Context: an optimization exercise on an open-source flow, tuned for small area, a short achievable clock period and few clock cycles. The choices shown serve that exercise and are no tape-out recipe.
Only simulation tests tie the RTL to the original design; equivalence was not proved.

<file path="flow/config.mk">
export PLATFORM = sky130hd
export DESIGN_NAME = hrpt_sync
export DESIGN_NICKNAME = hrpt_sync
export VERILOG_FILES = /design/flow/design.v
export SDC_FILE = /design/flow/constraint.sdc
export NUM_CORES = 4
export LEC_CHECK = 0
export CAP_MARGIN = 20
export CORE_MARGIN = 2
export CORE_UTILIZATION = 40
export PLACE_DENSITY = 0.6
export SLEW_MARGIN = 20
</file>
<file path="flow/constraint.sdc">
create_clock -name core_clock -period 10.0 [get_ports {clk}]
set_input_delay 2.0000 -clock core_clock [delete_from_list [all_inputs] [get_ports {clk}]]
set_output_delay 2.0000 -clock core_clock [all_outputs]
set_load 0.01 [all_outputs]
</file>
<file path="flow/design.v">
module hrpt_sync (
    input  wire        clk,
    input  wire        rst,
    input  wire        in_valid,
    output wire        in_ready,
    input  wire [7:0]  in_data,
    input  wire        in_last,
    output reg         fs_valid,
    output wire [31:0] fs_pos,
    output reg         done,
    output wire [19:0] fs_count,
    output wire        empty
);
    localparam [31:0] MARKER = 32'h1ACFFC1D;
    localparam [1:0] S_U = 2'd0;    
    localparam [1:0] S_S = 2'd1;    
    localparam [1:0] S_R = 2'd2;    
    localparam [1:0] S_H = 2'd3;    
    localparam [28:0] R_INIT = 29'h1FFFFBFA;    
    reg [7:0]  rawq;       
    reg [39:0] win;        
    reg        vld;        
    reg        lastq;      
    reg [2:0]  fill;       
    reg [2:0]  a;          
    reg [1:0]  st;
    reg        streak;
    reg [2:0]  v;          
    reg [10:0] tmr;        
    reg        pend;       
    reg        drain;      
    reg [28:0] R;
    reg [2:0]  fs_lo;
    reg [19:0] count;
    assign in_ready = ~((vld & lastq) | drain);
    assign fs_pos   = {R, fs_lo};
    assign fs_count = count;
    assign empty    = (count == 20'd0);
    wire [15:0] pair = {rawq, in_data} << a;
    wire [7:0]  zb   = pair[15:8];
    wire        take = in_valid & in_ready;
    always @(posedge clk) begin
        if (take) begin
            rawq <= in_data;
            win  <= {win[31:0], zb};
            lastq <= in_last;
        end
    end
    function [2:0] tcomb(input [2:0] x, input [2:0] y);
        tcomb = {x[2] | y[2] | (x[1] & y[0]) | (x[0] & y[1]),
                 x[1] | y[1] | (x[0] & y[0]),
                 x[0] | y[0]};
    endfunction
    function [2:0] th32(input [31:0] x);
        reg [2:0] t [1:63];
        integer j;
        begin
            for (j = 0; j < 32; j = j + 1) t[32+j] = {2'b00, x[j]};
            for (j = 31; j >= 1; j = j - 1) t[j] = tcomb(t[2*j], t[2*j+1]);
            th32 = t[1];
        end
    endfunction
    wire [31:0] x0 = win[39:8] ^ MARKER;
    wire [1:0] s1 [0:15];
    wire [2:0] s2 [0:7];
    wire [3:0] s3 [0:3];
    wire [4:0] s4 [0:1];
    genvar gi;
    generate
        for (gi = 0; gi < 16; gi = gi + 1) begin : g1 assign s1[gi] = x0[2*gi] + x0[2*gi+1]; end
        for (gi = 0; gi < 8; gi = gi + 1)  begin : g2 assign s2[gi] = s1[2*gi] + s1[2*gi+1]; end
        for (gi = 0; gi < 4; gi = gi + 1)  begin : g3 assign s3[gi] = s2[2*gi] + s2[2*gi+1]; end
        for (gi = 0; gi < 2; gi = gi + 1)  begin : g4 assign s4[gi] = s3[2*gi] + s3[2*gi+1]; end
    endgenerate
    wire [5:0] d0 = s4[0] + s4[1];
    function [5:0] pc32(input [31:0] x);
        integer j;
        begin
            pc32 = 6'd0;
            for (j = 0; j < 32; j = j + 1)
                pc32 = pc32 + {5'd0, x[j]};
        end
    endfunction
    reg  [7:0] le1, le2;
    integer k;
    always @(*) begin
        le1[0] = (d0 <= 6'd1);
        le2[0] = (d0 <= 6'd2);
        for (k = 1; k < 8; k = k + 1) begin
            le1[k] = pc32(win[39-k -: 32] ^ MARKER) <= 6'd1;
            le2[k] = pc32(win[39-k -: 32] ^ MARKER) <= 6'd2;
        end
    end
    wire le4 = (d0 <= 6'd4);
    wire le8 = (d0 <= 6'd8);
    wire L   = (tmr == 11'd0);
    wire ev  = vld & (fill == 3'd5);
    wire isU = (st == S_U);
    wire isS = (st == S_S);
    wire isR = (st == S_R);
    wire isH = (st == S_H);
    wire lockL  = (isS | isH) & L;
    wire lacc   = isH ? le8 : le4;
    wire rej_R  = isS & streak & (v == 3'd5);
    wire rej_U  = isS & ~streak & (v == 3'd4);
    wire       hit0    = isU ? le1[0] : (isR & le2[0]);
    wire       rest_en = isU | isR | (lockL & ~lacc & (rej_R | rej_U));
    wire       rest_t2 = (isR & ~L) | (L & rej_R);
    wire [7:1] hitr    = rest_en ? (rest_t2 ? le2[7:1] : le1[7:1]) : 7'd0;
    reg  [2:0] ksel;
    always @(*) begin
        casez ({hitr, hit0})
            8'b???????1: ksel = 3'd0;
            8'b??????10: ksel = 3'd1;
            8'b?????100: ksel = 3'd2;
            8'b????1000: ksel = 3'd3;
            8'b???10000: ksel = 3'd4;
            8'b??100000: ksel = 3'd5;
            8'b?1000000: ksel = 3'd6;
            default:     ksel = 3'd7;
        endcase
    end
    wire       scan_acc = hit0 | (|hitr);
    wire [3:0] asum     = {1'b0, a} + {1'b0, ksel};
    wire fin    = vld & lastq;
    wire report = (ev & lockL & pend) | (drain & L);
    wire late   = pend & ~L & (tmr[10:3] == 8'd0) &
                  (tmr[2:0] <= ((a == 3'd0) ? 3'd6 : 3'd5));
    always @(posedge clk) begin
        if (rst) begin
            vld      <= 1'b0;
            fill     <= 3'd0;
            a        <= 3'd0;
            st       <= S_U;
            pend     <= 1'b0;
            drain    <= 1'b0;
            R        <= R_INIT;
            count    <= 20'd0;
            fs_valid <= 1'b0;
            done     <= 1'b0;
        end else begin
            vld      <= take;
            fs_valid <= report;
            done     <= 1'b0;
            if (vld | drain)
                R <= R + 29'd1;
            if (vld && fill != 3'd5)
                fill <= fill + 3'd1;
            if (report)
                count <= count + 20'd1;
            if (ev | drain)
                tmr <= tmr - 11'd1;
            if (ev) begin
                if (lockL) begin
                    tmr  <= 11'd1023;
                    pend <= lacc;
                    if (lacc) begin
                        if (isH || (streak && v == 3'd4)) begin
                            st <= S_H;
                        end else begin
                            streak <= 1'b1;
                            v      <= (streak && v != 3'd5) ? v + 3'd1 : 3'd1;
                        end
                    end else if (isH) begin
                        st     <= S_S;
                        streak <= 1'b1;
                        v      <= 3'd0;
                    end else if (rej_R) begin
                        st <= S_R;
                    end else if (rej_U) begin
                        st <= S_U;
                    end else if (streak) begin
                        v <= 3'd5;
                    end else begin
                        v <= v + 3'd1;
                    end
                end else if (isR & L) begin
                    st <= S_U;
                end
                if (scan_acc) begin
                    st     <= S_S;
                    streak <= 1'b0;
                    v      <= 3'd0;
                    a      <= asum[2:0];
                    tmr    <= asum[3] ? 11'd1024 : 11'd1023;
                    pend   <= 1'b1;
                end
            end
            if (report)
                fs_lo <= a;
            if (fin) begin
                if (late)
                    drain <= 1'b1;
                else
                    done  <= 1'b1;
            end
            if (drain & L) begin
                drain <= 1'b0;
                done  <= 1'b1;
            end
            if (done) begin
                fill  <= 3'd0;
                a     <= 3'd0;
                st    <= S_U;
                pend  <= 1'b0;
                R     <= R_INIT;
                count <= 20'd0;
            end
        end
    end
endmodule
</file>
<file path="flow/run.sh">
#!/bin/bash
# synth_recipe.tcl (not shown) runs the flow's synth.tcl, then flattens the netlist and writes it again
# the make line also repeats each setting of config.mk as NAME=value (left out here)
make -C /OpenROAD-flow-scripts/flow DESIGN_CONFIG=/design/flow/config.mk WORK_HOME=/design/flow/orfs CLKGATE_MAP_FILE= SYNTH_SCRIPT=/design/flow/synth_recipe.tcl finish
</file>
==> run notes <==
layout make-up:
type / instances / area, sq um
clock buffer: 19 / 454
multi-input combinational: 711 / 7530
sequential: 129 / 3250
inverter: 232 / 871
fill: 2713 / 15500
timing repair buffer: 72 / 708
clock inverter: 13 / 110
tap: 384 / 480
logic make-up after synthesis:
group,synth area share
XOR/XNOR,0.0365
AND/OR/NAND/NOR,0.113
multiplexers,0.0208
buffers and inverters,0.0831
adder cells (fa/ha/maj),0.403
AO/OA/AOI/OAI,0.0666
flip-flops,0.277
metrics by stage:
step / hold slack [ps] / instance area, sq um / setup slack (ps)
CTS: 448 / 13400 / 2200
detailed placement: 424 / 12800 / 2200
global route: 451 / 13400 / 1820
global placement: 402 / 12800 / 2250
finish: 438 / 13400 / 2220
floorplan: 400 / 11800 / 3110
registers in the layout (all words and copies together) (netlist names):
| register | flops |
|---|---|
| win | 40 |
| R | 29 |
| count | 20 |
| tmr | 11 |
| rawq | 8 |
| a | 3 |
| fill | 3 |
| fs_lo | 3 |
| v | 3 |
| st | 2 |
| done | 1 |
| drain | 1 |
| fs_valid | 1 |
| lastq | 1 |
| pend | 1 |
| streak | 1 |
| vld | 1 |
per-layer routing:
metal,up-vias,wire length [microns],global-route usage
li1,3699,-,-
met2,243,12900,0.301
met1,3970,11900,0.253
met5,-,0,0
met4,0,487,0.0482
met3,34,2250,0.0604
cell usage in the layout (no fill, tap or decap), types with 4 or more instances in the layout:
master and instances:
a211oi_1 7, a21oi_1 36, a221oi_1 7, a31oi_1 4
and3_1 15, and4_1 4, buf_4 5, clkbuf_16 18
clkdlybuf4s50_1 67, dfxtp_1 62, edfxtp_1 67, fa_1 193
ha_1 70, inv_1 231, inv_6 6, mux2i_1 15
nand2_1 71, nand3_1 27, nand4_1 19, nor2_1 53
nor2b_1 8, nor3_1 16, nor3b_1 4, nor4_1 11
o211ai_1 4, o21ai_0 29, or2_2 6, or3_1 5
or4_1 8, xnor2_1 15, xor2_1 34
worst max-delay path by stage:
stage,to,cells past startpoint,slack (ps),startpoint
after global routing,tmr[1]$_DFFE_PN_,23,1820,win[13]$_DFFE_PP_
after detailed placement,tmr[1]$_DFFE_PN_,23,2200,win[13]$_DFFE_PP_
after global placement,tmr[1]$_DFFE_PN_,23,2250,win[13]$_DFFE_PP_
final,tmr[1]$_DFFE_PN_,23,2220,win[13]$_DFFE_PP_
after floorplan,tmr[10]$_DFFE_PN_,22,3110,win[20]$_DFFE_PP_
after CTS,tmr[1]$_DFFE_PN_,23,2200,win[13]$_DFFE_PP_
==> impl_metrics.ini <==
[place]
dp_hpwl_microns = 21500
placed_cells = 1528
gp_congestion = 0.886
io_buffers = 67

[route]
wire_per_inst_microns = 17.6
drtIter0Drc = 543
first_pass_iters = 7
wl_microns = 27500
drc = 0
avgViaCountPerCell = 5.09
vias = 7946
ant_nets = 0

[yosys]
synth_area_per_cell_sq_um = 10.7
synth_top_cell_area_share = 0.329
synth_common_cells = inv_1, fa_1, nand2_1, ha_1, edfxtp_1
netlist_area_sq_um = 11800
ys_seq_area_frac = 0.277
synth_edf_count = 67
synth_cell_types = 68
syn_inst = 1095
yosysTopAreaCell = fa_1
synth_nets = 1370
ys_warn_count = 1
yosysMostFrequentCell = inv_1
synthTopCellsByArea = fa_1, edfxtp_1, dfxtp_1
ys_ff_latch = 129
async_flop_share = 0
synth-main-ff-cell = edfxtp_1

[sta]
period_share = 0.778
drv_slew = 0
maxSlewHeadroom = 0.416
layout_min_cycle_time_ps = 7780
final-hold-violation-count = 0
setup_viol = 0
max_freq_mhz = 128
fin_skew_ps = 11.9
tns_ps = 0
rsz0062_at_grt = no
worst_slew_pin_slew_ps = 874

[clock_tree]
clkSinkCount = 129
clkTransAtPathRegs_ps = 60
cts_resized = 0
cts_tree = done
cts_max_path_buffers = 2
cts-htree-levels = 4
cts_inserted_buffers = 17
cts_root_buf = clkbuf_16
clkLatencyLatePin_ps = 420
hold_buffers = 0
cts_setup_buffers = 0

[min_path]
min_path_cells = 0
hold_class = flop to flop
hold_start = win[0]$_DFFE_PP_
whs_endpoint = win[8]$_DFFE_PP_

[grt]
grt_pass1_vias = 8349
antenna_found_initial = 0
grt_pass1_wl_microns = 44900
grt_max_degree = 50
grt_use_total = 0.190
overflow = 0

[critical_path]
worstPathArrival_ps = 7910
cp_slowest_cell = edfxtp_1
start_kind = flop
rrSetupSlack_ps = 2220
r2r_cells = 23
r2r_end = tmr[1]$_DFFE_PN_
path_cells = inv_1 > fa_1 > fa_1 > fa_1 > inv_1 > fa_1 > fa_1 > fa_1 > inv_1 > ha_1 > fa_1 > or2_2 > a221oi_1 > nor2_1 > nor2_1 > a221oi_1 > o31ai_1 > a21oi_1 > ha_1 > a21o_1 > a21oi_1 > a211oi_2 > a221oi_1
end_kind = flop
max_stage_delay_ps = 670
cp.required_ps = 10120
cp_max_fo = 11
crit_buf_inv = 3
critical-path-top-delay-family = adder cells
worstReg2RegStart = win[13]$_DFFE_PP_
crit_type = flop to flop
crit_top_cell = fa_1

[floorplanning]
io_pins = 68
die_w_microns = 175
die_h_microns = 175
die-area_sq_um = 30800
num_rows = 62
start_util = 0.407
fp.coreArea_sq_um = 28900

[final_layout]
utilization = 0.464
drive_above_1_share = 0.0544
diodes = 0
syn_to_final_growth_pct = 14.0
final_cells = 1560
finalNetCount = 1438

[flow_run]
max_cap_violations = 0

[outcome]
status = complete, no violations
Testbench counts, summed over its fixed seeds: cycles 611,233.

-- port drivers added, routing unchanged --
In the flow no input, the clock included, has a driving cell. The finished layout below was timed again as built, in two steps.
Step 1: set_driving_cell puts a clkbuf_16 on clk and a buf_2 on each other input, an assumption about the parent block.
Step 2 moves the port delays by t, midway between the first and last clock arrival at a register: inputs arrive t later, outputs are due t later. That takes back most of the time a late clock gives input paths.
a / b / c = ideal / step 1 / step 2; a / b = the first two.
shift t [ns]: 0.465
setup slack, ns: 2.216 / 2.216 / 2.216
worst setup path after step 2: register to register
slew at the worst register clock pin (ns): 0.07 / 0.07
worst data-port slew with drivers (ns): 0.05
After both steps this run still meets setup and hold. The setup slack of this run moves by 0.000 ns with the drivers and by 0.000 ns with both steps.
